This design comes from an exercise in tuning for small area, a short achievable clock period and few clock cycles per item on the open sky130 flow, not from production work.
At most, simulation tests tie the RTL to the original design; equivalence was not proved.
The RTL of runs 2 to 6 was laid out without a check of its function.
Power is estimated from default activity; no workload was simulated.

**config.mk**
```make
export PLATFORM = sky130hd
export DESIGN_NAME = rm_decoder
export DESIGN_NICKNAME = rm_decoder
export VERILOG_FILES = /design/flow/design.v
export SDC_FILE = /design/flow/constraint.sdc
export NUM_CORES = 4
export LEC_CHECK = 0
export CAP_MARGIN = 20
export CORE_MARGIN = 2
export CORE_UTILIZATION = 60
export CTS_BUF_LIST = sky130_fd_sc_hd__clkbuf_8
export CTS_CLUSTER_DIAMETER = 60
export CTS_CLUSTER_SIZE = 16
export SETUP_SLACK_MARGIN = 4.6
export SLEW_MARGIN = 20
export TNS_END_PERCENT = 5
```
**constraint.sdc**
```tcl
create_clock -name core_clock -period 7.0 [get_ports {clk}]
set_input_delay 1.4000 -clock core_clock [delete_from_list [all_inputs] [get_ports {clk}]]
set_output_delay 1.4000 -clock core_clock [all_outputs]
set_load 0.01 [all_outputs]
```
**design.v**
```verilog
module rm_decoder (
    input  wire       clk,
    input  wire       rst,
    input  wire       in_valid,
    input  wire [7:0] in_data,
    input  wire       in_eos,
    output wire       in_ready,
    output wire       out_valid,
    output wire [7:0] out_data,
    output wire       out_eos,
    input  wire       out_ready
);
    reg       h_v, h_eos;        
    reg [7:0] h_d;
    reg       s_v, s_eos;        
    reg [7:0] s_d;
    reg       rdy;               
    wire      pop;
    wire      push = in_valid & rdy;
    assign in_ready = rdy;
    always @(posedge clk) begin
        if (rst) begin
            h_v <= 1'b0;
            s_v <= 1'b0;
            rdy <= 1'b1;
        end else begin
            if (pop | ~h_v) begin
                h_v <= s_v | push;
                s_v <= 1'b0;
                rdy <= 1'b1;
            end else if (push) begin
                s_v <= 1'b1;
                rdy <= 1'b0;
            end
        end
    end
    always @(posedge clk) begin
        if (pop | ~h_v) begin
            h_d   <= s_v ? s_d   : in_data;
            h_eos <= s_v ? s_eos : in_eos;
        end
        if (rdy) begin
            s_d   <= in_data;
            s_eos <= in_eos;
        end
    end
    reg        st_cnt, st_val, st_mask, st_lit, st_skip;    
    reg [1:0]  mcnt;         
    reg [7:0]  ecount;       
    reg [7:0]  val;          
    reg [4:0]  lc;           
    reg [31:0] filled;       
    reg [7:0]  buf_q [0:31];
    reg        rd;           
    reg [4:0]  idx;          
    reg [3:0]  sel_lo;       
    reg [7:0]  sel_hi;       
    reg        eos_pend;     
    reg        o_v, o_eos;
    reg [7:0]  o_d;
    wire       o_adv = ~o_v | out_ready;
    wire [31:0] below;       
    genvar g;
    assign below[0] = 1'b1;
    generate
        for (g = 1; g < 32; g = g + 1) begin : g_pre
            assign below[g] = &filled[g-1:0];
        end
    endgenerate
    wire [31:0] nxt_lit = ~filled & below;
    wire        all_filled = &filled;
    wire mask_ok = ~rd | (idx[4:3] > mcnt);
    reg  lit_ok_r;
    wire lit_ok  = ~rd | lit_ok_r;
    wire c_eos  = h_v & h_eos & ~eos_pend;
    wire h_dat  = h_v & ~h_eos;
    wire c_cnt  = h_dat & st_cnt;
    wire c_val  = h_dat & st_val;
    wire c_mask = h_dat & st_mask & mask_ok;
    wire c_lit  = h_dat & st_lit & lit_ok & ~all_filled;
    wire c_skip = h_dat & st_skip;
    assign pop  = c_eos | c_cnt | c_val | c_mask | c_lit | c_skip;
    wire one_left   = &(filled | nxt_lit);
    wire chunk_done = st_lit & ~eos_pend & (all_filled | (c_lit & one_left));
    wire [7:0] wd = st_lit ? h_d : val;
    reg [31:0] we;
    integer i;
    always @(*) begin
        for (i = 0; i < 32; i = i + 1)
            we[i] = (c_mask & (mcnt == i[4:3]) & h_d[7 - i[2:0]]) | (c_lit & nxt_lit[i]);
    end
    always @(posedge clk) begin
        for (i = 0; i < 32; i = i + 1)
            if (we[i]) buf_q[i] <= wd;
    end
    always @(posedge clk) begin
        if (c_val) val <= h_d;
        if (c_cnt) begin
            filled <= 32'd0;
            ecount <= h_d;
            mcnt   <= 2'd0;
            lc     <= 5'd0;
        end else begin
            if (c_mask | c_lit) filled <= filled | we;
            if (c_mask) mcnt <= mcnt + 2'd1;
            if (c_mask & (mcnt == 2'd3)) ecount <= ecount - 8'd1;
            if (c_lit) lc <= lc + 5'd1;
        end
        lit_ok_r <= c_cnt ? (idx > 5'd1) : ({1'b0, lc} + 6'd1 < {1'b0, idx});
    end
    wire cnt_ff = (h_d == 8'hFF);
    wire cnt_00 = (h_d == 8'h00);
    wire last_e = (ecount == 8'd1);
    always @(posedge clk) begin
        if (rst) begin
            st_cnt <= 1'b1; st_val <= 1'b0; st_mask <= 1'b0; st_lit <= 1'b0; st_skip <= 1'b0;
        end else if (c_eos | chunk_done) begin
            st_cnt <= 1'b1; st_val <= 1'b0; st_mask <= 1'b0; st_lit <= 1'b0; st_skip <= 1'b0;
        end else begin
            if (c_cnt) begin
                st_cnt  <= 1'b0;
                st_skip <= cnt_ff;
                st_lit  <= cnt_00;
                st_val  <= ~cnt_ff & ~cnt_00;
            end
            if (c_val) begin
                st_val  <= 1'b0;
                st_mask <= 1'b1;
            end
            if (c_mask & (mcnt == 2'd3)) begin
                st_mask <= 1'b0;
                st_lit  <= last_e;
                st_val  <= ~last_e;
            end
        end
    end
    always @(posedge clk) begin
        if (rst) begin
            rd  <= 1'b0;
            idx <= 5'd0;
            sel_lo <= 4'b0001;
            sel_hi <= 8'b00000001;
            o_v <= 1'b0;
            o_eos <= 1'b0;
            eos_pend <= 1'b0;
        end else begin
            if (chunk_done) rd <= 1'b1;
            if (c_eos) eos_pend <= 1'b1;
            if (o_adv) begin
                if (rd) begin
                    o_v   <= 1'b1;
                    o_eos <= 1'b0;
                    idx   <= idx + 5'd1;
                    sel_lo <= {sel_lo[2:0], sel_lo[3]};
                    if (sel_lo[3]) sel_hi <= {sel_hi[6:0], sel_hi[7]};
                    if (idx == 5'd31) rd <= 1'b0;
                end else if (eos_pend) begin
                    o_v   <= 1'b1;
                    o_eos <= 1'b1;
                    eos_pend <= 1'b0;
                end else begin
                    o_v   <= 1'b0;
                end
            end
        end
    end
    reg [7:0] rdata;
    always @(*) begin
        rdata = 8'd0;
        for (i = 0; i < 32; i = i + 1)
            rdata = rdata | ({8{sel_hi[i >> 2] & sel_lo[i & 3]}} & buf_q[i]);
    end
    always @(posedge clk) begin
        if (rst)
            o_d <= 8'd0;
        else if (o_adv & rd)
            o_d <= rdata;
    end
    assign out_valid = o_v;
    assign out_data  = o_d;
    assign out_eos   = o_eos;
endmodule
```
**run.sh**
```bash
#!/bin/bash
# synth_recipe.tcl (not shown) runs the flow's synth.tcl, then flattens the netlist and writes it again
# the make line also repeats each setting of config.mk as NAME=value (left out here)
make -C /OpenROAD-flow-scripts/flow DESIGN_CONFIG=/design/flow/config.mk WORK_HOME=/design/flow/orfs CLKGATE_MAP_FILE= SYNTH_SCRIPT=/design/flow/synth_recipe.tcl finish
```
==> results of run 1 <==
-- metal layers --
metal	track usage (%)	up-vias
met3	3.85	89
li1	-	4467
met2	50.7	467
met1	42.0	4913
met5	0	-
met4	9.70	0
-- worst reg2reg max path: stages (launching register included) --
cell and delay (ns):
dfxtp_2 0.42, nand4_1 0.14, buf_4 0.17, nor3_2 0.24, nand3_2 0.20, nor3_1 0.52, a32o_2 0.31, buf_12 0.16
-- timing repair --
action	CTS	global route
cloned	0	1
endpoints found under the setup margin	305	311
gates resized for setup	50	72
hold buffers	0	0
hold endpoints to repair	0	0
pin swaps	3	10
setup buffers	4	10
-- state kept, by name (all words and copies together) (netlist names), 2 cells and up --
signal  count
ecount      8
o_d         8
mcnt        2
sel_hi      8
sel_lo      4
idx         5
buf_q     256
lc          5
filled     32
s_d         8
val         8
h_d         8
-- per-stage QoR --
| stage | setup slack (ns) | power [mW] | hold WS [ns] | cells | area, µm² |
|---|---|---|---|---|---|
| 6_report | 4.51 | 3.62 | 0.464 | 1516 | 16500 |
| 2_1_floorplan | 4.45 | 2.42 | 0.424 | 1137 | 14900 |
| 5_1_grt | 4.43 | 3.73 | 0.479 | 1516 | 16500 |
| 4_1_cts | 4.27 | 3.65 | 0.468 | 1505 | 16300 |
| 3_3_place_gp | 3.93 | 2.44 | 0.439 | 1444 | 15500 |
| 3_5_place_dp | 3.82 | 2.45 | 0.451 | 1445 | 15500 |
-- cell type report --
class	count	area share [%]
multi-input combinational	670	26.8
timing repair buffer	78	4.08
sequential	367	62.4
clock inverter	24	1.11
inverter	21	0.477
clock buffer	32	2.67
tap	324	2.45
-- cell usage in the layout, fill, tap and decap left out, drive strengths merged, types with 38 or more instances in the layout --
| cell | n |
|---|---|
| a21oi | 71 |
| a22o | 44 |
| a22oi | 68 |
| buf | 57 |
| clkbuf | 41 |
| dfxtp | 77 |
| edfxtp | 290 |
| inv | 38 |
| nand2 | 120 |
| nand3 | 43 |
| nor2 | 47 |
| o21ai | 44 |
-- logic make-up after synthesis --
family / after synthesis / share of synthesized area [%]
buf+inv: 101 / 2.61
fa+ha+maj: 19 / 1.55
xor+xnor: 17 / 1.00
flops: 367 / 69.0
simple gates: 305 / 9.90
compound gates: 311 / 14.7
mux: 17 / 1.29
-- power by group --
group / total (mW) / leakage, nW / internal (mW) / switching [mW]
Combinational: 0.0413 / 1.83 / 0.0174 / 0.0239
Sequential: 2.35 / 3.27 / 2.33 / 0.0210
Clock: 1.23 / 0.363 / 0.512 / 0.719
Total: 3.62 / 5.47 / 2.86 / 0.764
-- worst paths after layout --
path	startpoint	endpoint	slack, ns	depth (start not counted)
setup / recovery	o_d[6]$_SDFFE_PP0P_	out_data[6]	4.51	1
hold / removal	sel_lo[1]$_SDFFE_PP0P_	sel_lo[2]$_SDFFE_PP0P_	0.46	2
setup reg to reg	filled[6]$_SDFFE_PP0P_	buf_q[30][5]$_DFFE_PP_	4.56	7
hold reg to reg	sel_lo[1]$_SDFFE_PP0P_	sel_lo[2]$_SDFFE_PP0P_	0.46	2
==> results_dict.tcl, run 1 <==
set metrics [dict create \
    synth_warnings 2 \
    synth_cell_types 56 \
    critical-path-max-stage-delay_ns 0.37 \
    ys_seq_area_share_pct 69.0 \
    die_h_um 161 \
    dr.pass1.iters 8 \
    initial_core_util_pct 61.1 \
    worst-path-max-fanout 2 \
    row_count 57 \
    worstSetupPathType "reg -> out" \
    drt-total-wl_mm 39.5 \
    syn_to_final_growth_pct 11.1 \
    clock_sinks 367 \
    ys_ff_latch 367 \
    max-slew-margin-rel_pct 45.2 \
    ios 24 \
    wire_per_inst_um 26.1 \
    syn-cell-area_um2 14900 \
    clock.fmax_mhz 402 \
    path_clk_slew_ns 0.10 \
    finClkSkew_ns 0.0328 \
    synth_top_cell_area_share_pct 58.6 \
    rsz0062_at_grt "yes" \
    port-buffer-count 23 \
    finalCritPeriodShare_pct 35.6 \
    cts_tree "built" \
    drt-met1-wl_mm 15.7 \
    report.final.setup_viol 0 \
    regArea_um2 10300 \
    cp_slowest_cell "dfxtp_4" \
    route.met2.wl_mm 19.2 \
    worst_pin_slew_ns 0.822 \
    yosysMostFrequentCell "edfxtp_1" \
    required_ns 5.60 \
    cap_violations 0 \
    clockBufferDepth 3 \
    status "timing/DRC/antenna clean" \
    async_flop_share_pct 0 \
    synthesis.nets 1166 \
    cts_buffers 30 \
    min_period_ns 2.49 \
    synth_ff_type "edfxtp_1" \
    nNetsFinal 1197 \
    core_area_um2 24300 \
    post-route-util_pct 67.9 \
    h-tree-depth 1 \
    grt_pass1_vias 9306 \
    netlist_top_cells_count "290 x edfxtp_1, 120 x nand2_1, 77 x dfxtp_1, 71 x a21oi_1, 68 x a22oi_1" \
    nFillCells 1803 \
    drtAntennaViolNets 0 \
    path_cells "buf_6" \
    hold_class "reg -> reg" \
    syn_inst 1137 \
    drc 0 \
    design.die.area_um2 26000 \
    wl_met3_mm 3.23 \
    grt_pass1_wl_mm 58.7 \
    die_x_um 161 \
    endpoint_kind "primary output" \
    overflow 0 \
    power_leakage_nw 5.47 \
    insertion_delay_ns 0.62 \
    drive_gt1_share_pct 16.5 \
    first_iter_violations 1334 \
    gp_congestion 0.929 \
    routed.top_layer "met4" \
    vias 9936 \
    path_buf_inv 1 \
    power.density_nw_per_um2 220 \
    finalMaxSlewViolations 0 \
    ir_drop_v 0.000161 \
    final_hold_viol_count 0 \
    crit_family "flip-flops" \
    grt_max_degree 38 \
    arrival_ns 1.09 \
    antenna_found_initial 0 \
    critPathLaunchType "flop" \
    hpwlAfterDp_mm 23.7 \
    multi_input_area_um2 4420 \
    synth_top_area_cell "edfxtp_1" \
    avgSynthCellArea_um2 13.1 \
    cts_root_buf "clkbuf_8" \
    num_antenna_cells 0 \
    tns_ns 0 \
    synth_edf_count 290 \
    grt_usage_pct 30.3 \
    synth.area.top_cells "edfxtp_1 59%, dfxtp_1 10%, a22oi_1 3.4%" \
    viasPerCell 6.55 \
]
Testbench counts, summed over its fixed seeds: cycles 36,148, bytes 27,072.
==> run 2, diff against run 1 <==
--- a/design.v
+++ b/design.v
@@ -54,5 +54,9 @@
     reg        rd;           
-    reg [4:0]  idx;          
     reg [3:0]  sel_lo;       
     reg [7:0]  sel_hi;       
+    wire [4:0] idx = {sel_hi[7] | sel_hi[6] | sel_hi[5] | sel_hi[4],
+                      sel_hi[7] | sel_hi[6] | sel_hi[3] | sel_hi[2],
+                      sel_hi[7] | sel_hi[5] | sel_hi[3] | sel_hi[1],
+                      sel_lo[3] | sel_lo[2],
+                      sel_lo[3] | sel_lo[1]};
     reg        eos_pend;     
@@ -139,3 +143,2 @@
             rd  <= 1'b0;
-            idx <= 5'd0;
             sel_lo <= 4'b0001;
@@ -152,6 +155,5 @@
                     o_eos <= 1'b0;
-                    idx   <= idx + 5'd1;
                     sel_lo <= {sel_lo[2:0], sel_lo[3]};
                     if (sel_lo[3]) sel_hi <= {sel_hi[6:0], sel_hi[7]};
-                    if (idx == 5'd31) rd <= 1'b0;
+                    if (sel_hi[7] & sel_lo[3]) rd <= 1'b0;
                 end else if (eos_pend) begin
--- a/config.mk
+++ b/config.mk
@@ -15,2 +15 @@
 export SLEW_MARGIN = 20
-export TNS_END_PERCENT = 5
==> results_dict.tcl, run 2 <==
set metrics [dict create \
    status "timing/DRC/antenna clean" \
    fin_ws_ns 4.30 \
    synth_ff_type "edfxtp_1" \
    port-buffer-count 23 \
    drtAntennaViolNets 0 \
    power_leakage_nw 6.07 \
    preCtsSetupSlack_ns 3.61 \
    wire_per_inst_um 30.0 \
    synthesis.nets 1118 \
    ys_ff_latch 362 \
    clock_sinks 362 \
    final_hold_viol_count 0 \
    dr.pass1.iters 6 \
    nNetsFinal 1218 \
    ir_drop_v 0.000182 \
    drive_gt1_share_pct 29.6 \
    viasPerCell 6.99 \
    insertion_delay_ns 0.64 \
    num_antenna_cells 0 \
    syn_to_final_growth_pct 22.9 \
    synth_cell_types 56 \
    clock.fmax_mhz 371 \
    netlist_top_cells_count "290 x edfxtp_1, 121 x nand2_1, 76 x a21oi_1, 72 x dfxtp_1, 65 x clkbuf_1" \
    report.final.setup_viol 0 \
    gp_congestion 0.861 \
    cap_violations 0 \
    multi_input_area_um2 5120 \
    syn_inst 1092 \
    vias 10700 \
    reg_top3 "buf_q x256, filled x32" \
    cts_buffers 29 \
    antenna_found_initial 0 \
    layoutNonFillerInstCount 1533 \
    endpoint_kind "flop" \
    async_flop_share_pct 0 \
    hold_class "reg -> reg" \
    synth_edf_count 290 \
    finalMaxSlewViolations 0 \
    finClkSkew_ns 0.0457 \
    grt_pass1_vias 9755 \
    hpwlAfterDp_mm 24.3 \
    drt-total-wl_mm 46.1 \
    drc 0 \
    regMostFlops "buf_q" \
    grt_usage_pct 35.1 \
    avgSynthCellArea_um2 13.3 \
    h-tree-depth 1 \
    path_clk_slew_ns 0.10 \
    worst_pin_slew_ns 0.955 \
    power.density_nw_per_um2 200 \
    post-route-util_pct 75.4 \
    layout_commonest_cell "edfxtp_1" \
    whs_ns 0.484 \
    tns_ns 0 \
    initial_core_util_pct 61.3 \
    syn-cell-area_um2 14500 \
    synth.area.top_cells "edfxtp_1 60%, dfxtp_1 10%, a22oi_1 3.2%" \
    grt_max_degree 41 \
    required_ns 7.26 \
    grt_pass1_wl_mm 65.4 \
    synth_warnings 2 \
    cts_tree "built" \
    cts_root_buf "clkbuf_8" \
    clockBufferDepth 3 \
    core_area_um2 23600 \
    die_x_um 159 \
    rsz0062_at_grt "yes" \
    largest_reg_flops 256 \
    die_h_um 159 \
    regArea_um2 10300 \
    critPathLaunchType "flop" \
    synth_top_area_cell "edfxtp_1" \
    final_cell_mix "290 x edfxtp_1, 86 x nand2_1, 70 x buf_4" \
    ios 24 \
    worstSetupPathType "reg -> reg" \
    row_count 56 \
    worst-path-max-fanout 8 \
    finalCritPeriodShare_pct 38.5 \
    min_period_ns 2.70 \
    nFillCells 1474 \
    first_iter_violations 1803 \
    design.die.area_um2 25400 \
    synth_top_cell_area_share_pct 60.2 \
    max-slew-margin-rel_pct 36.3 \
    overflow 0 \
    yosysMostFrequentCell "edfxtp_1" \
    arrival_ns 2.96 \
    post-place-cells 1374 \
    ys_seq_area_share_pct 70.1 \
]
-- run 2: changes by cell type after synthesis, moves of 4 or more --
cell     delta
a22o_1     -12
nand4_1     -8
a22oi_1     -6
nor2_1      -6
a21oi_1     +5
dfxtp_1     -5
nand3_1     -5
nor4_1      +4
xnor2_1     -4
-- run 2: worst max-delay path, stage by stage (launching register included) --
cell     delay (ns)
dfxtp_4        0.37
buf_12         0.13
nor4_4         0.29
inv_2          0.08
ha_4           0.27
nor2b_4        0.13
o21ai_2        0.07
a21oi_4        0.19
buf_12         0.15
and2_4         0.23
buf_6          0.14
nand2_4        0.05
o21ai_4        0.22
-- run 2: cell type report --
class                           count  share of cell area (%)
Tap cell                          319                    2.24
Inverter                           21                   0.443
Clock inverter                     22                   0.696
Timing Repair Buffer              131                    7.85
Clock buffer                       31                    2.40
Multi-Input combinational cell    647                    28.7
Sequential cell                   362                    57.6
-- run 2: logic make-up (layout without fill, tap and decap cells) --
kind of cell    after synthesis  after routing  share of synthesized area [%]
buf+inv                      97            205                           2.55
xor+xnor                     13             13                          0.787
simple gates                282            286                           9.31
compound gates              302            312                           14.4
flops                       362            362                           70.1
fa+ha+maj                    18             18                           1.47
mux                          18             18                           1.39
-- run 2: what timing repair did --
item,4_1_cts,5_1_grt
buffers inserted,70,19
hold buffers,0,0
pin swaps,34,35
hold endpoints to repair,0,0
setup endpoints to repair,342,323
gates resized for setup,230,57
cloned,16,1
-- run 2: power breakdown --
group	switching (mW)	total [mW]	internal [mW]
Sequential	0.0285	2.34	2.31
Combinational	0.0490	0.0767	0.0277
Clock	0.720	1.14	0.424
-- run 2: worst paths after layout --
| check | start | to | slack, ns | cells past startpoint |
|---|---|---|---|---|
| setup reg to reg | sel_hi[7]$_SDFFE_PP0P_ | buf_q[16][4]$_DFFE_PP_ | 4.30 | 12 |
| hold reg to reg | lc[1]$_SDFFE_PP0P_ | lc[1]$_SDFFE_PP0P_ | 0.48 | 2 |
| setup / recovery | sel_hi[7]$_SDFFE_PP0P_ | buf_q[16][4]$_DFFE_PP_ | 4.30 | 12 |
| hold / removal | lc[1]$_SDFFE_PP0P_ | lc[1]$_SDFFE_PP0P_ | 0.48 | 2 |
-- run 2: stage by stage --
stage                     instance area, µm²  total power [mW]
after floorplan                        15000              2.42
after global placement                 15300              2.46
after detailed placement               15300              2.46
after CTS                              17400              3.56
after global routing                   17800              3.65
final                                  17800              3.56
-- run 2: metal layers --
| metal | wire (µm) | GRT usage, % |
|---|---|---|
| met2 | 20900 | 53.3 |
| met5 | 0 | 0 |
| met1 | 17300 | 52.3 |
| met3 | 5810 | 5.24 |
| met4 | 2120 | 12.9 |
==> run 3, diff against run 2 <==
--- a/config.mk
+++ b/config.mk
@@ -15 +15,2 @@
 export SLEW_MARGIN = 20
+export TNS_END_PERCENT = 5
==> results_dict.tcl, run 3 <==
set metrics [dict create \
    path_buf_inv 1 \
    finClkSkew_ns 0.0253 \
    dr.pass1.iters 8 \
    grt_max_degree 38 \
    power.switching_mw 0.754 \
    die_x_um 159 \
    seq_power_share_pct 65.4 \
    overflow 0 \
    final_area_um2 17300 \
    h-tree-depth 1 \
    regMostFlops "buf_q" \
    ff2ff_setup_slack_ns 4.40 \
    tns_ns 0 \
    path_cells "clkdlybuf4s50_1, nand2b_1, nand2_2, a31oi_1, o2111ai_1, a221oi_2, a211oi_1" \
    wire_per_inst_um 28.5 \
    post-route-util_pct 73.4 \
    nNetsFinal 1208 \
    placed_area_um2 15200 \
    synth.area.top_cells "edfxtp_1 60%, dfxtp_1 10%, a22oi_1 3.2%" \
    netlist_top_cells_count "290 x edfxtp_1, 121 x nand2_1, 76 x a21oi_1, 72 x dfxtp_1, 65 x clkbuf_1" \
    cts_root_buf "clkbuf_8" \
    endpoint_kind "flop" \
    drc 0 \
    num_antenna_cells 0 \
    viasPerCell 6.75 \
    grt_usage_pct 33.3 \
    clockPowerShare_pct 32.6 \
    critPathLaunchType "input port" \
    ys_ff_latch 362 \
    avgSynthCellArea_um2 13.3 \
    status "timing/DRC/antenna clean" \
    power.total_mw 3.57 \
    preCtsSetupSlack_ns 3.55 \
    layoutNonFillerInstCount 1523 \
    gp_congestion 0.878 \
    synth_warnings 2 \
    min_period_ns 2.61 \
    post-place-cells 1373 \
    finalMaxSlewViolations 0 \
    core_area_um2 23600 \
    drive_gt1_share_pct 24.4 \
    reg2reg_from "sel_hi[4]$_SDFFE_PP0P_" \
    final_cell_mix "290 x edfxtp_1, 110 x nand2_1, 74 x a21oi_1" \
    clock_sinks 362 \
    drt-total-wl_mm 43.3 \
    reg_top3 "buf_q x256, filled x32" \
    insertion_delay_ns 0.60 \
    layout_commonest_cell "edfxtp_1" \
    hold_class "reg -> reg" \
    final_hold_viol_count 0 \
    reg2reg_depth 12 \
    clock.fmax_mhz 383 \
    die_h_um 159 \
    power.density_nw_per_um2 206 \
    ios 24 \
    finalCritPeriodShare_pct 37.3 \
    syn_to_final_growth_pct 19.7 \
    vias 10300 \
    path_clk_slew_ns 0.10 \
    power.internal_mw 2.82 \
    fin_ws_ns 4.39 \
    critical-path-max-stage-delay_ns 0.47 \
    synth_cell_types 56 \
    report.final.setup_viol 0 \
    antenna_found_initial 0 \
    grt_pass1_vias 9325 \
    grt_pass1_wl_mm 62.4 \
    crit_family "compound AO/OA/AOI/OAI gates" \
    row_count 56 \
    cts_tree "built" \
    port-buffer-count 23 \
    whs_ns 0.497 \
    worstSetupPathType "in -> reg" \
    reg2reg_to "buf_q[21][3]$_DFFE_PP_" \
    cts_buffers 28 \
    pwr-share-comb_pct 2.0 \
    synth_top_cell_area_share_pct 60.2 \
    min-delay-start "lc[1]$_SDFFE_PP0P_" \
    synthesis.nets 1118 \
    initial_core_util_pct 61.3 \
    hpwlAfterDp_mm 23.8 \
    syn-cell-area_um2 14500 \
    hold_end "lc[1]$_SDFFE_PP0P_" \
    cp_slowest_cell "clkdlybuf4s50_1" \
    power_leakage_nw 5.85 \
    async_flop_share_pct 0 \
    design.die.area_um2 25400 \
    required_ns 7.48 \
    ir_drop_v 0.000171 \
    largest_reg_flops 256 \
    worst_pin_slew_ns 1.10 \
    ys_seq_area_share_pct 70.1 \
    min_path_cells 2 \
    syn_inst 1092 \
    p_sw_share_pct 21.1 \
    yosysMostFrequentCell "edfxtp_1" \
    synth_top_area_cell "edfxtp_1" \
    clockBufferDepth 3 \
    rsz0062_at_grt "yes" \
    max-slew-margin-rel_pct 26.5 \
    synth_ff_type "edfxtp_1" \
    worst-path-max-fanout 9 \
    arrival_ns 3.09 \
    cap_violations 0 \
    drtAntennaViolNets 0 \
    synth_edf_count 290 \
    first_iter_violations 1541 \
]
[run 3: metal layers]
metal | track usage [%] | vias up | share of wire (%)
met2 | 51.8 | 653 | 46
met5 | 0 | - | 0
li1 | - | 4415 | -
met4 | 9.26 | 0 | 3.6
met3 | 3.86 | 111 | 11
met1 | 50.5 | 5101 | 39
[run 3: worst register-to-register path, delay by kind of cell, from the launching register on]
| family | cells | cell delay [ns] |
|---|---|---|
| adders and majority gates | 1 | 0.28 |
| and+or+nand+nor | 4 | 0.75 |
| buffers and inverters | 4 | 0.59 |
| DFF | 1 | 0.36 |
| AOI/OAI and AO/OA | 3 | 0.35 |
[run 3: how the worst max path moves through the flow]
stage / cells after the start / start / slack [ns] / to
finish: 7 / out_ready / 4.39 / o_d[6]$_SDFFE_PP0P_
global route: 13 / sel_hi[4]$_SDFFE_PP0P_ / 4.32 / buf_q[18][2]$_DFFE_PP_
CTS: 13 / sel_hi[7]$_SDFFE_PP0P_ / 4.43 / buf_q[18][2]$_DFFE_PP_
detailed placement: 10 / sel_hi[5]$_SDFFE_PP0P_ / 3.55 / buf_q[31][0]$_DFFE_PP_
global placement: 7 / out_ready / 3.57 / o_d[6]$_SDFFE_PP0P_
floorplan: 13 / sel_hi[5]$_SDFFE_PP0P_ / 4.31 / buf_q[28][0]$_DFFE_PP_
[run 3: logic make-up after synthesis]
| family | Yosys count | share of synthesized area [%] |
|---|---|---|
| flops | 362 | 70.1 |
| compound gates | 302 | 14.4 |
| simple gates | 282 | 9.31 |
| buf+inv | 97 | 2.55 |
| mux | 18 | 1.39 |
| fa+ha+maj | 18 | 1.47 |
| xor+xnor | 13 | 0.787 |
[run 3: what timing repair did]
action / 4_1_cts / 5_1_grt
setup endpoints to repair: 348 / 329
hold buffers: 0 / 0
cloned: 9 / 0
pin swaps: 27 / 14
resized for setup: 165 / 48
setup buffers: 64 / 25
[run 3: cell type report]
class	count	area, µm²
Multi-Input combinational cell	639	4660
Clock buffer	30	413
Clock inverter	22	156
Inverter	21	78.8
Sequential cell	362	10300
Fill cell	1533	6280
Tap cell	319	399
Timing Repair Buffer	130	1370
[run 3: power by group through the flow]
stage	combinational (mW)	sequential (mW)	clock, mW
finish	0.0705	2.34	1.16
global route	0.0752	2.34	1.25
CTS	0.0672	2.34	1.17
floorplan	0.0422	2.38	0
global placement	0.0612	2.39	0
detailed placement	0.0620	2.39	0
==> run 4, diff against run 3 <==
--- a/config.mk
+++ b/config.mk
@@ -7,3 +7,3 @@
 export LEC_CHECK = 0
-export CAP_MARGIN = 20
+export CAP_MARGIN = 0
 export CORE_MARGIN = 2
@@ -14,3 +14,3 @@
 export SETUP_SLACK_MARGIN = 4.6
-export SLEW_MARGIN = 20
+export SLEW_MARGIN = 0
 export TNS_END_PERCENT = 5
==> results_dict.tcl, run 4 <==
set metrics [dict create \
    grt_pass1_wl_mm 62.4 \
    required_ns 7.48 \
    port-buffer-count 23 \
    antenna_found_initial 0 \
    final_cell_mix "290 x edfxtp_1, 110 x nand2_1, 74 x a21oi_1" \
    h-tree-depth 1 \
    ys_ff_latch 362 \
    drc 0 \
    viasPerCell 6.75 \
    max-slew-margin-rel_pct 26.5 \
    nFillCells 1533 \
    whs_ns 0.497 \
    synth_edf_count 290 \
    syn_to_final_growth_pct 19.7 \
    arrival_ns 3.09 \
    worstSetupPathType "in -> reg" \
    yosysMostFrequentCell "edfxtp_1" \
    synth_cell_types 56 \
    largest_reg_flops 256 \
    layoutNonFillerInstCount 1523 \
    nNetsFinal 1208 \
    drtAntennaViolNets 0 \
    drive_gt1_share_pct 24.4 \
    endpoint_kind "flop" \
    reg_top3 "buf_q x256, filled x32" \
    power.switching_mw 0.754 \
    min_period_ns 2.61 \
    cap_violations 0 \
    power.density_nw_per_um2 206 \
    overflow 0 \
    hold_class "reg -> reg" \
    critPathLaunchType "input port" \
    drt-total-wl_mm 43.3 \
    grt_pass1_vias 9325 \
    worst_pin_slew_ns 1.10 \
    num_antenna_cells 0 \
    wire_per_inst_um 28.5 \
    rsz0062_at_grt "yes" \
    finalMaxSlewViolations 0 \
    finClkSkew_ns 0.0253 \
    path_cells "clkdlybuf4s50_1, nand2b_1, nand2_2, a31oi_1, o2111ai_1, a221oi_2, a211oi_1" \
    layout_commonest_cell "edfxtp_1" \
    report.final.setup_viol 0 \
    insertion_delay_ns 0.60 \
    critical-path-max-stage-delay_ns 0.47 \
    path_clk_slew_ns 0.10 \
    seq_power_share_pct 65.4 \
    ys_seq_area_share_pct 70.1 \
    first_iter_violations 1541 \
    finalCritPeriodShare_pct 37.3 \
    pwr-share-comb_pct 2.0 \
    clock.fmax_mhz 383 \
    netlist_top_cells_count "290 x edfxtp_1, 121 x nand2_1, 76 x a21oi_1, 72 x dfxtp_1, 65 x clkbuf_1" \
    grt_max_degree 38 \
    clockPowerShare_pct 32.6 \
    hpwlAfterDp_mm 23.8 \
    synth_ff_type "edfxtp_1" \
    post-route-util_pct 73.4 \
    core_area_um2 23600 \
    cts_buffers 28 \
    p_sw_share_pct 21.1 \
    synth_warnings 2 \
    die_x_um 159 \
    power_leakage_nw 5.85 \
    ir_drop_v 0.000171 \
    syn_inst 1092 \
    design.die.area_um2 25400 \
    power.total_mw 3.57 \
    initial_core_util_pct 61.3 \
    syn-cell-area_um2 14500 \
    die_h_um 159 \
    async_flop_share_pct 0 \
    ios 24 \
    synth_top_area_cell "edfxtp_1" \
    grt_usage_pct 33.3 \
    final_hold_viol_count 0 \
    regMostFlops "buf_q" \
    clock_sinks 362 \
    power.internal_mw 2.82 \
    tns_ns 0 \
    dr.pass1.iters 8 \
    cts_root_buf "clkbuf_8" \
    post-place-cells 1373 \
    vias 10300 \
    cts_tree "built" \
    avgSynthCellArea_um2 13.3 \
    row_count 56 \
    synth.area.top_cells "edfxtp_1 60%, dfxtp_1 10%, a22oi_1 3.2%" \
    status "timing/DRC/antenna clean" \
    synth_top_cell_area_share_pct 60.2 \
    clockBufferDepth 3 \
    gp_congestion 0.878 \
    synthesis.nets 1118 \
    worst-path-max-fanout 9 \
    cp_slowest_cell "clkdlybuf4s50_1" \
]
run 4: layer usage:
layer | GRT usage (%) | up-vias | part of all wire, %
met2 | 51.8 | 653 | 46
met3 | 3.86 | 111 | 11
li1 | - | 4415 | -
met1 | 50.5 | 5101 | 39
met4 | 9.26 | 0 | 3.6
met5 | 0 | - | 0
run 4: kinds of logic after synthesis:
logic type	share of synthesized area, %
multiplexers	1.39
buffers and inverters	2.55
adder cells (fa/ha/maj)	1.47
flip-flops	70.1
AO/OA/AOI/OAI	14.4
XOR/XNOR	0.787
AND/OR/NAND/NOR	9.31
run 4: stage by stage:
step / instance area (µm²) / setup WS, ns
after CTS: 17000 / 4.43
after global placement: 15200 / 3.57
after global routing: 17300 / 4.32
after detailed placement: 15200 / 3.55
after floorplan: 14800 / 4.31
final: 17300 / 4.39
run 4: area by class of cell:
type	instances	area (µm²)	area share (%)
Tap cell	319	399	2.30
Timing Repair Buffer	130	1370	7.89
Sequential cell	362	10300	59.2
Clock inverter	22	156	0.903
Clock buffer	30	413	2.38
Multi-Input combinational cell	639	4660	26.9
Inverter	21	78.8	0.455
run 4: critical path, delay by kind of cell:
kind | cells | cell delay [ns]
buffers and inverters | 1 | 0.47
and+or+nand+nor | 2 | 0.36
AOI/OAI and AO/OA | 4 | 0.85
run 4: path summary, 6_finish.rpt:
| kind | cells past startpoint | slack [ns] | start | to |
|---|---|---|---|---|
| hold reg to reg | 2 | 0.50 | lc[1]$_SDFFE_PP0P_ | lc[1]$_SDFFE_PP0P_ |
| setup reg to reg | 12 | 4.40 | sel_hi[4]$_SDFFE_PP0P_ | buf_q[21][3]$_DFFE_PP_ |
| hold / removal | 2 | 0.50 | lc[1]$_SDFFE_PP0P_ | lc[1]$_SDFFE_PP0P_ |
| setup / recovery | 7 | 4.39 | out_ready | o_d[6]$_SDFFE_PP0P_ |
run 4: repair_timing:
item,4_1_cts,5_1_grt
resized for setup,165,48
buffers inserted,64,25
gates cloned,9,0
hold buffers,0,0
pin swaps,27,14
endpoints found under the setup margin,348,329
run 4: power by group through the flow:
stage / clock network, mW / registers, mW / logic, mW
after floorplan: 0 / 2.38 / 0.0422
after global placement: 0 / 2.39 / 0.0612
after detailed placement: 0 / 2.39 / 0.0620
after CTS: 1.17 / 2.34 / 0.0672
after global routing: 1.25 / 2.34 / 0.0752
final: 1.16 / 2.34 / 0.0705
==> run 5, diff against run 4 <==
--- a/design.v
+++ b/design.v
@@ -50,3 +50,4 @@
     reg [7:0]  val;          
-    reg [4:0]  lc;           
+    reg        pend;         
+    reg [7:0]  pv, pm;       
     reg [31:0] filled;       
@@ -54,9 +55,5 @@
     reg        rd;           
+    reg [4:0]  idx;          
     reg [3:0]  sel_lo;       
     reg [7:0]  sel_hi;       
-    wire [4:0] idx = {sel_hi[7] | sel_hi[6] | sel_hi[5] | sel_hi[4],
-                      sel_hi[7] | sel_hi[6] | sel_hi[3] | sel_hi[2],
-                      sel_hi[7] | sel_hi[5] | sel_hi[3] | sel_hi[1],
-                      sel_lo[3] | sel_lo[2],
-                      sel_lo[3] | sel_lo[1]};
     reg        eos_pend;     
@@ -67,2 +64,3 @@
     genvar g;
+    integer i;
     assign below[0] = 1'b1;
@@ -75,6 +73,15 @@
     wire        all_filled = &filled;
-    wire mask_ok = ~rd | (idx[4:3] > mcnt);
+    wire drain   = pend & ~rd;
+    wire mask_ok = ~drain & ((mcnt == 2'd3) ? ~pend : (~rd | (idx[4:3] > mcnt)));
     reg  lit_ok_r;
-    wire lit_ok  = ~rd | lit_ok_r;
-    wire c_eos  = h_v & h_eos & ~eos_pend;
+    wire lit_ok  = ~drain & (~rd | lit_ok_r);
+    wire [31:0] free2 = ~(filled | nxt_lit);     
+    reg  [7:0]  free2_g, rdone_g;
+    always @(*) begin
+        for (i = 0; i < 8; i = i + 1) begin
+            free2_g[i] = |free2[4*i +: 4];
+            rdone_g[i] = |(sel_hi >> (i + 1));       
+        end
+    end
+    wire c_eos  = h_v & h_eos & ~eos_pend & ~(st_lit & all_filled);   
     wire h_dat  = h_v & ~h_eos;
@@ -86,10 +93,24 @@
     assign pop  = c_eos | c_cnt | c_val | c_mask | c_lit | c_skip;
-    wire one_left   = &(filled | nxt_lit);
-    wire chunk_done = st_lit & ~eos_pend & (all_filled | (c_lit & one_left));
-    wire [7:0] wd = st_lit ? h_d : val;
+    wire one_left   = ~|free2;
+    wire chunk_done = st_lit & ~eos_pend & ~rd & (all_filled | (c_lit & one_left));
+    wire to_pend = c_mask & (mcnt == 2'd3) & rd;
+    wire [31:0] m3_pos;      
+    wire [31:0] pm_pos;      
+    generate
+        for (g = 0; g < 32; g = g + 1) begin : g_m3
+            if (g < 24) begin : lo
+                assign m3_pos[g] = 1'b0;
+                assign pm_pos[g] = 1'b0;
+            end else begin : hi
+                assign m3_pos[g] = h_d[31 - g];
+                assign pm_pos[g] = pm[31 - g];
+            end
+        end
+    endgenerate
+    wire [7:0] wd = drain ? pv : st_lit ? h_d : val;
     reg [31:0] we;
-    integer i;
     always @(*) begin
         for (i = 0; i < 32; i = i + 1)
-            we[i] = (c_mask & (mcnt == i[4:3]) & h_d[7 - i[2:0]]) | (c_lit & nxt_lit[i]);
+            we[i] = (c_mask & ~to_pend & (mcnt == i[4:3]) & h_d[7 - i[2:0]]) | (c_lit & nxt_lit[i])
+                  | (drain & pm_pos[i]);
     end
@@ -105,10 +126,20 @@
             mcnt   <= 2'd0;
-            lc     <= 5'd0;
-        end else begin
-            if (c_mask | c_lit) filled <= filled | we;
+        end else begin
+            if (c_mask | c_lit) filled <= filled | we | ({32{to_pend}} & m3_pos);
             if (c_mask) mcnt <= mcnt + 2'd1;
             if (c_mask & (mcnt == 2'd3)) ecount <= ecount - 8'd1;
-            if (c_lit) lc <= lc + 5'd1;
-        end
-        lit_ok_r <= c_cnt ? (idx > 5'd1) : ({1'b0, lc} + 6'd1 < {1'b0, idx});
+        end
+        lit_ok_r <= ~c_cnt & ~c_mask & |(free2_g & rdone_g);
+        if (to_pend) begin
+            pv <= val;
+            pm <= h_d;
+        end
+    end
+    always @(posedge clk) begin
+        if (rst | c_eos)
+            pend <= 1'b0;
+        else if (to_pend)
+            pend <= 1'b1;
+        else if (drain)
+            pend <= 1'b0;
     end
@@ -143,2 +174,3 @@
             rd  <= 1'b0;
+            idx <= 5'd0;
             sel_lo <= 4'b0001;
@@ -155,5 +187,6 @@
                     o_eos <= 1'b0;
+                    idx   <= idx + 5'd1;
                     sel_lo <= {sel_lo[2:0], sel_lo[3]};
                     if (sel_lo[3]) sel_hi <= {sel_hi[6:0], sel_hi[7]};
-                    if (sel_hi[7] & sel_lo[3]) rd <= 1'b0;
+                    if (idx == 5'd31) rd <= 1'b0;
                 end else if (eos_pend) begin
==> config.mk (replaced) <==
export PLATFORM = sky130hd
export DESIGN_NAME = rm_decoder
export DESIGN_NICKNAME = rm_decoder
export VERILOG_FILES = /design/flow/design.v
export SDC_FILE = /design/flow/constraint.sdc
export NUM_CORES = 4
export LEC_CHECK = 0
export CAP_MARGIN = 20
export CORE_MARGIN = 2
export CORE_UTILIZATION = 60
export CTS_BUF_LIST = sky130_fd_sc_hd__clkbuf_4 sky130_fd_sc_hd__clkbuf_8
export SETUP_SLACK_MARGIN = 4.6
export SLEW_MARGIN = 20
==> results_dict.tcl, run 5 <==
set metrics [dict create \
    clockPowerShare_pct 33.7 \
    first_iter_violations 1439 \
    cts_root_buf "clkbuf_8" \
    initial_core_util_pct 61.2 \
    multi_input_area_um2 4970 \
    h-tree-depth 2 \
    overflow 0 \
    drc 0 \
    clock.fmax_mhz 404 \
    min-delay-start "val[2]$_DFFE_PP_" \
    cts_hold_buf 0 \
    netlist_top_cells_count "306 x edfxtp_1, 111 x nand2_1, 78 x a21oi_1, 73 x dfxtp_1, 68 x clkbuf_1" \
    reg2reg_from "filled[2]$_SDFFE_PP0P_" \
    viasPerCell 6.73 \
    die_x_um 164 \
    insertion_delay_ns 0.62 \
    dr.pass1.iters 6 \
    drive_gt1_share_pct 27.2 \
    endpoint_kind "primary output" \
    port-buffer-count 23 \
    clockBufferDepth 3 \
    ys_seq_area_share_pct 69.1 \
    cts_buffers 59 \
    finClkSkew_ns 0.0354 \
    grt_usage_pct 33.6 \
    final_area_um2 19000 \
    nFillCells 1591 \
    final_hold_viol_count 0 \
    row_count 58 \
    min_period_ns 2.48 \
    syn-cell-area_um2 15400 \
    async_flop_share_pct 0 \
    cap_violations 0 \
    wire_per_inst_um 27.3 \
    synth_cell_types 66 \
    synth_ff_type "edfxtp_1" \
    finalCritPeriodShare_pct 35.4 \
    layoutNonFillerInstCount 1703 \
    hpwlAfterDp_mm 25.5 \
    largest_reg_flops 256 \
    critPathLaunch "o_d[3]$_SDFFE_PP0P_" \
    power.internal_mw 4.05 \
    worst_pin_slew_ns 1.01 \
    clock_sinks 379 \
    power.density_nw_per_um2 294 \
    core_area_um2 25200 \
    synth.area.top_cells "edfxtp_1 60%, dfxtp_1 9.5%, a22oi_1 3.0%" \
    crit_family "flip-flops" \
    layout_commonest_cell "edfxtp_1" \
    cp_slowest_cell "dfxtp_2" \
    path_buf_inv 1 \
    post-place-cells 1489 \
    power.total_mw 5.60 \
    synth_warnings 2 \
    regArea_um2 10700 \
    synth_top_cell_area_share_pct 59.6 \
    pwr-share-comb_pct 13.4 \
    nNetsFinal 1345 \
    yosysMostFrequentCell "edfxtp_1" \
    synthesis.nets 1209 \
    required_ns 5.60 \
    ios 24 \
    p_sw_share_pct 27.7 \
    ys_ff_latch 379 \
    regMostFlops "buf_q" \
    placed_area_um2 16200 \
    drt-total-wl_mm 46.5 \
    worst-path-max-fanout 2 \
    grt_max_degree 36 \
    reg_top3 "buf_q x256, filled x32" \
    seq_power_share_pct 52.9 \
    final_cell_mix "306 x edfxtp_1, 106 x nand2_1, 95 x buf_4" \
    antenna_found_initial 1 \
    hold_class "reg -> reg" \
    syn_inst 1186 \
    ir_drop_v 0.000206 \
    vias 11500 \
    path_clk_slew_ns 0.06 \
    report.final.setup_viol 0 \
    num_antenna_cells 0 \
    die_h_um 164 \
    rsz0062_at_grt "yes" \
    path_cells "buf_6" \
    critPathLaunchType "flop" \
    design.die.area_um2 27000 \
    syn_to_final_growth_pct 23.5 \
    synth_edf_count 306 \
    tns_ns 0 \
    max-slew-margin-rel_pct 32.7 \
    gp_congestion 0.936 \
    worstSetupPathType "reg -> out" \
    status "timing/DRC/antenna clean" \
    power_leakage_nw 6.40 \
    drtAntennaViolNets 0 \
    power.switching_mw 1.55 \
    cts_tree "built" \
    grt_pass1_vias 10800 \
    arrival_ns 1.08 \
    grt_pass1_wl_mm 65.9 \
    synth_top_area_cell "edfxtp_1" \
    avgSynthCellArea_um2 13.0 \
    critical-path-max-stage-delay_ns 0.35 \
    finalMaxSlewViolations 0 \
]
run 5: cell count changes in the layout (fill, tap and decap cells not counted), moves of 10 or more:
cell / delta
edfxtp_1: +16
clkbuf_4: +23
inv_1: -10
clkbuf_8: +35
nor2_1: +14
o21ai_4: -11
buf_12: +10
buf_4: +28
nand3_1: +13
clkinv_1: +12
run 5: kinds of logic (layout without fill, tap and decap cells):
logic type / after synthesis / after routing / share of synthesized area (%)
and+or+nand+nor: 320 / 324 / 10.2
xor gates and xnor gates: 10 / 10 / 0.568
adders and majority gates: 12 / 12 / 0.942
AOI/OAI and AO/OA: 339 / 341 / 15.4
DFF: 379 / 379 / 69.1
muxes: 17 / 17 / 1.18
buffers and inverters: 109 / 290 / 2.67
run 5: path summary, 6_finish.rpt:
kind                                               end  slack (ns)  depth (start not counted)
worst max-delay path                       out_data[3]        4.52                          1
worst min-delay path                   pv[2]$_DFFE_PP_        0.45                          0
worst max register to register  buf_q[14][6]$_DFFE_PP_        4.59                          6
worst min register to register         pv[2]$_DFFE_PP_        0.45                          0
run 5: area by class of cell:
class                   count  area share (%)
inverters                  29           0.638
well taps                 330            2.17
clock inverters            24           0.783
clock buffers              88            5.61
repair buffers            149            8.21
multi-input cells         704            26.1
flip-flops and latches    379            56.4
run 5: power by group through the flow:
stage                     clock network, mW  logic [mW]  registers, mW
after global placement                    0       0.542           2.98
after CTS                              1.89       0.640           2.96
after floorplan                           0       0.408           2.88
after global routing                   2.00       0.804           2.98
after detailed placement                  0       0.555           2.98
final                                  1.89       0.751           2.96
run 5: timing repair:
action                     in CTS  in global routing
setup buffers                  43                 50
gates resized for setup       175                 30
cloned                          5                  4
setup endpoints to repair     335                245
pin swaps                      28                 24
run 5: layer usage:
layer | GRT usage (%) | share of wire, %
met5 | 0 | 0.032
met4 | 15.4 | 4.8
met3 | 6.62 | 11
met2 | 54.3 | 47
met1 | 44.2 | 37
run 5: through the flow:
step / hold slack (ns) / setup WS (ns) / util, %
2_1_floorplan: 0.426 / 4.16 / -
3_3_place_gp: 0.431 / 3.42 / 64.2
3_5_place_dp: 0.433 / 3.34 / 64.3
4_1_cts: 0.446 / 4.51 / 73.2
5_1_grt: 0.464 / 4.49 / 75.6
6_report: 0.447 / 4.52 / 75.6
==> run 6, diff against run 5 <==
--- a/design.v
+++ b/design.v
@@ -55,5 +55,4 @@
     reg        rd;           
-    reg [4:0]  idx;          
-    reg [3:0]  sel_lo;       
-    reg [7:0]  sel_hi;       
+    reg [3:0]  sel_lo;
+    reg [7:0]  sel_hi;
     reg        eos_pend;     
@@ -74,3 +73,4 @@
     wire drain   = pend & ~rd;
-    wire mask_ok = ~drain & ((mcnt == 2'd3) ? ~pend : (~rd | (idx[4:3] > mcnt)));
+    reg  [7:0]  free2_g, rdone_g;    
+    wire mask_ok = ~drain & ((mcnt == 2'd3) ? ~pend : (~rd | rdone_g[{mcnt, 1'b1}]));
     reg  lit_ok_r;
@@ -78,3 +78,2 @@
     wire [31:0] free2 = ~(filled | nxt_lit);     
-    reg  [7:0]  free2_g, rdone_g;
     always @(*) begin
@@ -82,3 +81,3 @@
             free2_g[i] = |free2[4*i +: 4];
-            rdone_g[i] = |(sel_hi >> (i + 1));       
+            rdone_g[i] = |(sel_hi >> (i + 1));
         end
@@ -174,3 +173,2 @@
             rd  <= 1'b0;
-            idx <= 5'd0;
             sel_lo <= 4'b0001;
@@ -187,6 +185,5 @@
                     o_eos <= 1'b0;
-                    idx   <= idx + 5'd1;
                     sel_lo <= {sel_lo[2:0], sel_lo[3]};
                     if (sel_lo[3]) sel_hi <= {sel_hi[6:0], sel_hi[7]};
-                    if (idx == 5'd31) rd <= 1'b0;
+                    if (sel_hi[7] & sel_lo[3]) rd <= 1'b0;
                 end else if (eos_pend) begin
--- a/config.mk
+++ b/config.mk
@@ -10,4 +10,7 @@
 export CORE_UTILIZATION = 60
-export CTS_BUF_LIST = sky130_fd_sc_hd__clkbuf_4 sky130_fd_sc_hd__clkbuf_8
+export CTS_BUF_LIST = sky130_fd_sc_hd__clkbuf_8
+export CTS_CLUSTER_DIAMETER = 60
+export CTS_CLUSTER_SIZE = 16
 export SETUP_SLACK_MARGIN = 4.6
 export SLEW_MARGIN = 20
+export TNS_END_PERCENT = 5
==> results_dict.tcl, run 6 <==
set metrics [dict create \
    status "timing/DRC/antenna clean" \
    async_flop_share_pct 0 \
    synth_ff_type "edfxtp_1" \
    power.internal_mw 2.98 \
    finalMaxSlewViolations 0 \
    vias 10400 \
    hold_end "pv[3]$_DFFE_PP_" \
    path_buf_inv 1 \
    h-tree-depth 1 \
    endpoint_kind "primary output" \
    gp_congestion 0.888 \
    grtUsageMet1_pct 42.7 \
    min_period_ns 2.50 \
    reg2reg_from "filled[11]$_SDFFE_PP0P_" \
    die_h_um 163 \
    cap_violations 0 \
    worst-path-max-fanout 2 \
    nFillCells 1785 \
    worstSetupPathType "reg -> out" \
    synth_cell_types 70 \
    synth_edf_count 306 \
    cp_slowest_cell "dfxtp_4" \
    viasPerCell 6.63 \
    antenna_found_initial 0 \
    yosysMostFrequentCell "edfxtp_1" \
    cts_tree "built" \
    power.switching_mw 0.927 \
    hpwlAfterDp_mm 24.5 \
    synth_top_area_cell "edfxtp_1" \
    power.density_nw_per_um2 223 \
    finalCritPeriodShare_pct 35.7 \
    clockBufferDepth 3 \
    grt_max_degree 42 \
    crit_family "flip-flops" \
    max-slew-margin-rel_pct 36.9 \
    grt_usage_pct 31.1 \
    arrival_ns 1.10 \
    synth.area.top_cells "edfxtp_1 61%, dfxtp_1 9.0%, a22oi_1 3.4%" \
    min-delay-start "val[3]$_DFFE_PP_" \
    syn_to_final_growth_pct 15.8 \
    design.die.area_um2 26400 \
    regMostFlops "buf_q" \
    initial_core_util_pct 60.5 \
    report.final.setup_viol 0 \
    num_antenna_cells 0 \
    ff2ff_setup_slack_ns 4.55 \
    grt_pass1_vias 9958 \
    final_area_um2 17500 \
    use_met3_pct 2.80 \
    ir_drop_v 0.000190 \
    rsz0062_at_grt "yes" \
    min_path_cells 0 \
    row_count 58 \
    tns_ns 0 \
    path_cells "buf_6" \
    nNetsFinal 1236 \
    reg2reg_depth 7 \
    drive_gt1_share_pct 22.9 \
    layout_commonest_cell "edfxtp_1" \
    syn-cell-area_um2 15100 \
    p_sw_share_pct 23.8 \
    ios 24 \
    placed_area_um2 15800 \
    cts_root_buf "clkbuf_8" \
    syn_inst 1139 \
    preCtsSetupSlack_ns 3.47 \
    clockPowerShare_pct 29.1 \
    path_clk_slew_ns 0.10 \
    die_x_um 163 \
    finClkSkew_ns 0.0259 \
    synthesis.nets 1158 \
    reg_top3 "buf_q x256, filled x32" \
    final_hold_viol_count 0 \
    synth_top_cell_area_share_pct 60.9 \
    required_ns 5.60 \
    core_area_um2 25000 \
    fin_ws_ns 4.50 \
    drc 0 \
    critPathLaunchType "flop" \
    largest_reg_flops 256 \
    clock_sinks 374 \
    synth_warnings 2 \
    netlist_top_cells_count "306 x edfxtp_1, 108 x nand2_1, 70 x a21oi_1, 68 x a22oi_1, 68 x dfxtp_1" \
    pwr-share-comb_pct 5.0 \
    top_usage_layer "met2" \
    ys_ff_latch 374 \
    avgSynthCellArea_um2 13.3 \
    critical-path-max-stage-delay_ns 0.37 \
    insertion_delay_ns 0.62 \
    wire_per_inst_um 26.6 \
    first_iter_violations 1421 \
    ys_seq_area_share_pct 69.9 \
    clock.fmax_mhz 400 \
    final_cell_mix "306 x edfxtp_1, 101 x nand2_1, 85 x buf_4" \
    dr.pass1.iters 7 \
    drt-total-wl_mm 41.8 \
    cts_buffers 29 \
    reg2reg_to "buf_q[28][1]$_DFFE_PP_" \
    drtAntennaViolNets 0 \
    power.total_mw 3.90 \
    hold_class "reg -> reg" \
    seq_power_share_pct 65.9 \
    worst_pin_slew_ns 0.946 \
    met2_usage_pct 53.0 \
    post-route-util_pct 70.0 \
    port-buffer-count 23 \
    grt_pass1_wl_mm 60.8 \
    overflow 0 \
    power_leakage_nw 5.75 \
]
## run 6: cell count changes after synthesis, sizes merged, moves of 7 or more
cell / change
nor3: -7
o21ai: +12
nand3: -11
nor2b: -7
inv: -7
a21oi: -8
mux2i: +8
a222oi: -9
a22oi: +7
## run 6: through the flow
stage | hold slack (ns) | cells
finish | 0.456 | 1570
global route | 0.463 | 1570
CTS | 0.446 | 1525
detailed placement | 0.432 | 1451
global placement | 0.427 | 1450
floorplan | 0.426 | 1139
## run 6: cell families (layout without fill, tap and decap cells)
| group | count (synthesis) | after routing | synth area share, % |
|---|---|---|---|
| compound gates | 328 | 328 | 14.9 |
| xor+xnor | 7 | 7 | 0.406 |
| mux | 25 | 25 | 1.73 |
| fa+ha+maj | 9 | 9 | 0.696 |
| simple gates | 293 | 294 | 9.49 |
| buf+inv | 103 | 203 | 2.84 |
| flops | 374 | 374 | 69.9 |
## run 6: routing by layer
layer,part of all wire (%),up-vias
met1,39,5121
met3,9.2,106
li1,-,4601
met5,0,-
met2,48,576
met4,4.3,0
## run 6: layout make-up
class / count / area, µm² / area share (%)
clock buffer: 31 / 427 / 2.44
multi-input combinational: 663 / 4540 / 26.0
inverter: 22 / 86.3 / 0.494
tap: 330 / 413 / 2.36
sequential: 374 / 10700 / 61.1
timing repair buffer: 127 / 1220 / 6.99
clock inverter: 23 / 115 / 0.659
## run 6: how the worst max path moves through the flow
stage	from	to	slack (ns)	depth (start not counted)
floorplan	st_lit$_SDFFE_PP0P_	buf_q[15][0]$_DFFE_PP_	4.43	7
global placement	out_ready	o_d[3]$_SDFFE_PP0P_	3.53	6
detailed placement	out_ready	o_d[3]$_SDFFE_PP0P_	3.47	6
CTS	o_d[7]$_SDFFE_PP0P_	out_data[7]	4.48	1
global route	h_eos$_DFFE_PP_	buf_q[27][7]$_DFFE_PP_	4.46	7
finish	o_d[5]$_SDFFE_PP0P_	out_data[5]	4.50	1
## run 6: power by group through the flow
stage | registers, mW | clock network [mW] | logic (mW)
global placement | 2.61 | 0 | 0.154
detailed placement | 2.62 | 0 | 0.159
global route | 2.58 | 1.22 | 0.216
CTS | 2.57 | 1.15 | 0.169
floorplan | 2.56 | 0 | 0.133
finish | 2.57 | 1.14 | 0.196
## run 6: what timing repair did
| item | 4_1_cts | 5_1_grt |
|---|---|---|
| gates cloned | 0 | 5 |
| setup buffers | 20 | 40 |
| endpoints found under the setup margin | 339 | 308 |
| hold buffers | 0 | 0 |
| gates resized for setup | 139 | 76 |
| pin swaps | 9 | 16 |
## run 6: worst register-to-register path, stage by stage, from the launching register on
cell and delay (ns):
dfxtp_4 0.39, and4_4 0.27, nand4_4 0.21, buf_4 0.21
o31ai_4 0.38, nor2_4 0.09, a22oi_1 0.36, nand2_4 0.23
==> run 7, diff against run 6 <==
--- a/design.v
+++ b/design.v
@@ -51,3 +51,3 @@
     reg        pend;         
-    reg [7:0]  pv, pm;       
+    reg [7:0]  pv;           
     reg [31:0] filled;       
@@ -104,3 +104,3 @@
                 assign m3_pos[g] = h_d[31 - g];
-                assign pm_pos[g] = pm[31 - g];
+                assign pm_pos[g] = filled[g];
             end
@@ -130,6 +130,5 @@
         end
-        lit_ok_r <= ~c_cnt & ~c_mask & |(free2_g & rdone_g);
+        lit_ok_r <= ~c_cnt & ~c_mask & (|(free2_g[5:0] & rdone_g[5:0]) | (~pend & free2_g[6] & rdone_g[6]));
         if (to_pend) begin
             pv <= val;
-            pm <= h_d;
         end
--- a/config.mk
+++ b/config.mk
@@ -13,3 +13,3 @@
 export CTS_CLUSTER_SIZE = 16
-export SETUP_SLACK_MARGIN = 4.6
+export SETUP_SLACK_MARGIN = 4.5
 export SLEW_MARGIN = 20
==> results_dict.tcl, run 7 <==
set metrics [dict create \
    avgSynthCellArea_um2 13.2 \
    final_hold_viol_count 0 \
    h-tree-depth 1 \
    drive_gt1_share_pct 13.9 \
    drc 0 \
    min-delay-start "val[6]$_DFFE_PP_" \
    yosysMostFrequentCell "edfxtp_1" \
    min_period_ns 2.69 \
    critical-path-max-stage-delay_ns 0.39 \
    syn_inst 1118 \
    hold_class "reg -> reg" \
    num_antenna_cells 0 \
    rsz0062_at_grt "yes" \
    synth_top_cell_area_share_pct 60.7 \
    drt-total-wl_mm 40.0 \
    grt_usage_pct 31.2 \
    core_area_um2 24200 \
    power.density_nw_per_um2 227 \
    crit_family "flip-flops" \
    vias 9904 \
    syn-cell-area_um2 14700 \
    reg2reg_from "filled[3]$_SDFFE_PP0P_" \
    path_clk_slew_ns 0.10 \
    design.die.area_um2 25900 \
    finalMaxSlewViolations 0 \
    synth_warnings 2 \
    tns_ns 0 \
    cap_violations 0 \
    whs_ns 0.443 \
    clock.fmax_mhz 372 \
    async_flop_share_pct 0 \
    syn_to_final_growth_pct 11.1 \
    ff2ff_setup_slack_ns 4.40 \
    path_cells "dlygate4sd2_1" \
    initial_core_util_pct 60.8 \
    regMostFlops "buf_q" \
    synth_edf_count 298 \
    final_cell_mix "298 x edfxtp_1, 105 x nand2_1, 95 x a21oi_1" \
    nFillCells 1802 \
    drtAntennaViolNets 0 \
    largest_reg_flops 256 \
    cts_tree "built" \
    min_path_cells 0 \
    critPathLaunchType "flop" \
    hpwlAfterDp_mm 24.6 \
    reg2reg_depth 8 \
    netlist_top_cells_count "298 x edfxtp_1, 107 x nand2_1, 96 x a21oi_1, 68 x dfxtp_1, 61 x a22oi_1" \
    hold_end "pv[6]$_DFFE_PP_" \
    port-buffer-count 23 \
    viasPerCell 6.63 \
    clockBufferDepth 3 \
    ys_seq_area_share_pct 69.9 \
    cts_root_buf "clkbuf_8" \
    synth_ff_type "edfxtp_1" \
    power.total_mw 3.73 \
    required_ns 5.60 \
    finalCritPeriodShare_pct 38.4 \
    row_count 57 \
    reg2reg_to "rd$_SDFF_PP0_" \
    synthesis.nets 1137 \
    die_x_um 161 \
    gp_congestion 0.877 \
    antenna_found_initial 0 \
    arrival_ns 1.29 \
    nNetsFinal 1168 \
    worst_pin_slew_ns 1.09 \
    layout_commonest_cell "edfxtp_1" \
    path_buf_inv 1 \
    grt_pass1_vias 9539 \
    max-slew-margin-rel_pct 27.0 \
    cts_buffers 29 \
    endpoint_kind "primary output" \
    dr.pass1.iters 6 \
    worstSetupPathType "reg -> out" \
    cp_slowest_cell "dfxtp_1" \
    grt_max_degree 54 \
    report.final.setup_viol 0 \
    synth.area.top_cells "edfxtp_1 61%, dfxtp_1 9.2%, a21oi_1 3.3%" \
    post-route-util_pct 67.6 \
    synth_cell_types 63 \
    ios 24 \
    insertion_delay_ns 0.60 \
    synth_top_area_cell "edfxtp_1" \
    worst-path-max-fanout 2 \
    reg_top3 "buf_q x256, filled x32" \
    die_h_um 161 \
    first_iter_violations 1275 \
    finClkSkew_ns 0.0159 \
    ir_drop_v 0.000225 \
    ys_ff_latch 366 \
    status "timing/DRC/antenna clean" \
    wire_per_inst_um 26.8 \
    grt_pass1_wl_mm 59.9 \
    overflow 0 \
    power_leakage_nw 5.26 \
    clock_sinks 366 \
]
run 7: per-layer routing:
| layer | global-route usage (%) | vias up | routed length (µm) |
|---|---|---|---|
| met5 | 0 | - | 0 |
| met4 | 13.0 | 0 | 1820 |
| met3 | 5.11 | 104 | 3580 |
| met2 | 49.5 | 504 | 18700 |
| met1 | 43.5 | 4859 | 15900 |
| li1 | - | 4437 | - |
run 7: kinds of logic after synthesis:
family / count (synthesis) / share of synthesized area (%)
compound gates: 333 / 15.3
simple gates: 291 / 9.78
flops: 366 / 69.9
xor+xnor: 7 / 0.416
mux: 18 / 1.31
fa+ha+maj: 9 / 0.713
buf+inv: 94 / 2.53
run 7: worst max-delay path by stage:
stage                                       from                      to  slack (ns)  depth (start not counted)
after detailed placement           rd$_SDFF_PP0_  buf_q[15][2]$_DFFE_PP_        3.50                          8
after CTS                 filled[0]$_SDFFE_PP0P_        rdy$_SDFFE_PP1P_        4.21                          8
after floorplan                pend$_SDFFE_PP0P_  buf_q[11][0]$_DFFE_PP_        4.33                          8
after global routing         o_d[3]$_SDFFE_PP0P_             out_data[3]        4.27                          1
after global placement             rd$_SDFF_PP0_  buf_q[13][0]$_DFFE_PP_        3.48                          8
final                        o_d[3]$_SDFFE_PP0P_             out_data[3]        4.31                          1
run 7: power by group:
group / switching [mW] / internal, mW
Sequential: 0.0374 / 2.37
Combinational: 0.0556 / 0.0287
Clock: 0.688 / 0.553
Total: 0.781 / 2.95
run 7: what timing repair did:
action,4_1_cts,5_1_grt
setup endpoints to repair,297,313
gates resized for setup,44,37
buffers inserted,3,8
hold buffers,0,0
pin swaps,3,5
run 7: worst register-to-register path: cells and delay by family, from the launching register on:
kind / cells / cell delay (ns)
flip-flops: 1 / 0.39
buffers and inverters: 1 / 0.21
AND/OR/NAND/NOR: 4 / 1.31
AO/OA/AOI/OAI: 3 / 0.63
run 7: cell type report:
cell class              instances  area, µm²  share of cell area, %
multi-input cells             658       4270                   26.1
clock buffers                  30        413                   2.52
flip-flops and latches        366      10300                   63.0
repair buffers                 77        699                   4.27
well taps                     324        405                   2.47
clock inverters                21        206                   1.26
inverters                      17       63.8                  0.389
run 7: stage by stage:
stage,area [µm²],setup slack (ns),cells
2_1_floorplan,14800,4.33,1118
3_3_place_gp,15400,3.48,1431
3_5_place_dp,15400,3.50,1431
4_1_cts,16200,4.21,1485
5_1_grt,16400,4.27,1493
6_report,16400,4.31,1493
Testbench counts of run 7, summed over its fixed seeds: cycles 33,821, bytes 27,072.
==> run 8, diff against run 7 <==
--- a/config.mk
+++ b/config.mk
@@ -13,3 +13,3 @@
 export CTS_CLUSTER_SIZE = 16
-export SETUP_SLACK_MARGIN = 4.5
+export SETUP_SLACK_MARGIN = 4.7
 export SLEW_MARGIN = 20
==> results_dict.tcl, run 8 <==
set metrics [dict create \
    synth_edf_count 298 \
    drtAntennaViolNets 0 \
    grt_usage_pct 32.1 \
    hpwlAfterDp_mm 24.8 \
    viasPerCell 6.77 \
    h-tree-depth 1 \
    initial_core_util_pct 60.8 \
    synth_cell_types 63 \
    grt_max_degree 35 \
    avgSynthCellArea_um2 13.2 \
    design.die.area_um2 25900 \
    yosysMostFrequentCell "edfxtp_1" \
    grt_pass1_wl_mm 61.2 \
    row_count 57 \
    largest_reg_flops 256 \
    port-buffer-count 23 \
    finalCritPeriodShare_pct 35.9 \
    final_area_um2 17200 \
    max-slew-margin-rel_pct 29.7 \
    drive_gt1_share_pct 22.3 \
    gp_congestion 0.914 \
    drt-total-wl_mm 42.9 \
    grt_pass1_vias 9674 \
    insertion_delay_ns 0.60 \
    clock_sinks 366 \
    min-delay-start "val[2]$_DFFE_PP_" \
    layout_commonest_cell "edfxtp_1" \
    status "timing/DRC/antenna clean" \
    async_flop_share_pct 0 \
    syn-cell-area_um2 14700 \
    core_area_um2 24200 \
    report.final.setup_viol 0 \
    ys_seq_area_share_pct 69.9 \
    finClkSkew_ns 0.0169 \
    ys_ff_latch 366 \
    wire_per_inst_um 27.9 \
    overflow 0 \
    synth_ff_type "edfxtp_1" \
    dr.pass1.iters 5 \
    required_ns 7.52 \
    reg2reg_to "rd$_SDFF_PP0_" \
    final_cell_mix "298 x edfxtp_1, 103 x nand2_1, 95 x a21oi_1" \
    nNetsFinal 1213 \
    post-route-util_pct 70.8 \
    regMostFlops "buf_q" \
    worst-path-max-fanout 7 \
    power.total_mw 3.72 \
    critical-path-max-stage-delay_ns 0.46 \
    synth.area.top_cells "edfxtp_1 61%, dfxtp_1 9.2%, a21oi_1 3.3%" \
    reg2reg_depth 8 \
    rsz0062_at_grt "yes" \
    num_antenna_cells 0 \
    syn_inst 1118 \
    placed_area_um2 15400 \
    min_path_cells 0 \
    power_leakage_nw 5.63 \
    ir_drop_v 0.000191 \
    syn_to_final_growth_pct 16.4 \
    final_hold_viol_count 0 \
    vias 10400 \
    antenna_found_initial 0 \
    synth_warnings 2 \
    die_x_um 161 \
    tns_ns 0 \
    path_cells "and4_4, buf_4, nand4_1, a31oi_1, o31ai_1, a211o_1, or4_4, a31oi_4" \
    reg_top3 "buf_q x256, filled x32" \
    cap_violations 0 \
    cts_root_buf "clkbuf_8" \
    cts_buffers 29 \
    clock.fmax_mhz 398 \
    cts_tree "built" \
]
## run 8: how the worst max path moves through the flow
stage / startpoint / to / slack, ns / depth (start not counted)
floorplan: st_lit$_SDFFE_PP0P_ / buf_q[0][1]$_DFFE_PP_ / 4.35 / 3
global placement: rd$_SDFF_PP0_ / buf_q[19][5]$_DFFE_PP_ / 3.42 / 7
detailed placement: rd$_SDFF_PP0_ / buf_q[27][0]$_DFFE_PP_ / 3.43 / 8
CTS: o_d[3]$_SDFFE_PP0P_ / out_data[3] / 4.50 / 1
global route: filled[0]$_SDFFE_PP0P_ / rd$_SDFF_PP0_ / 4.44 / 8
finish: filled[0]$_SDFFE_PP0P_ / rd$_SDFF_PP0_ / 4.49 / 8
## run 8: layer usage
| layer | vias up | global-route usage (%) | share of wire [%] |
|---|---|---|---|
| li1 | 4552 | - | - |
| met2 | 669 | 50.1 | 46 |
| met1 | 5083 | 44.3 | 38 |
| met5 | - | 0 | 0 |
| met3 | 119 | 5.99 | 11 |
| met4 | 0 | 15.2 | 4.9 |
## run 8: logic make-up (layout without fill, tap and decap cells)
logic type	after synthesis	count (layout)	share of synthesized area, %
adders and majority gates	9	9	0.713
DFF	366	366	69.9
xor gates and xnor gates	7	7	0.416
AOI/OAI and AO/OA	333	334	15.3
muxes	18	18	1.31
buffers and inverters	94	188	2.53
and+or+nand+nor	291	294	9.78
## run 8: power breakdown
group | switching (mW) | total, mW | internal (mW)
clock network | 0.704 | 1.23 | 0.529
registers | 0.0381 | 2.40 | 2.36
logic | 0.0579 | 0.0894 | 0.0315
total | 0.799 | 3.72 | 2.92
## run 8: final cells by class
type / count / area (µm²)
sequential: 366 / 10400
clock buffer: 31 / 427
timing repair buffer: 118 / 1190
tap: 324 / 405
inverter: 17 / 67.6
multi-input combinational: 662 / 4490
clock inverter: 22 / 181
fill: 1727 / 7080
## run 8: what timing repair did
item / CTS / global route
buffers inserted: 28 / 23
endpoints found under the setup margin: 331 / 312
cloned: 4 / 4
pin swaps: 17 / 14
gates resized for setup: 147 / 63
hold buffers: 0 / 0
## run 8: critical path, delay by kind of cell, from the launching register on
kind | cells | cell delay (ns)
flops | 1 | 0.39
simple gates | 3 | 0.83
compound gates | 4 | 1.11
buf+inv | 1 | 0.12
## run 8: metrics by stage
stage,std cells,worst slack (ns),hold slack [ns]
after floorplan,1118,4.35,0.424
after global placement,1427,3.42,0.426
after detailed placement,1428,3.43,0.436
after CTS,1513,4.50,0.462
after global routing,1540,4.44,0.465
final,1540,4.49,0.459

Setup slack of run 8, layout unchanged: 4.486 ns with ideal ports, 4.473 ns with driving cells assumed (clock clkbuf_16, inputs buf_2), 3.912 ns with port delays also shifted by the 0.635 ns mid clock arrival.
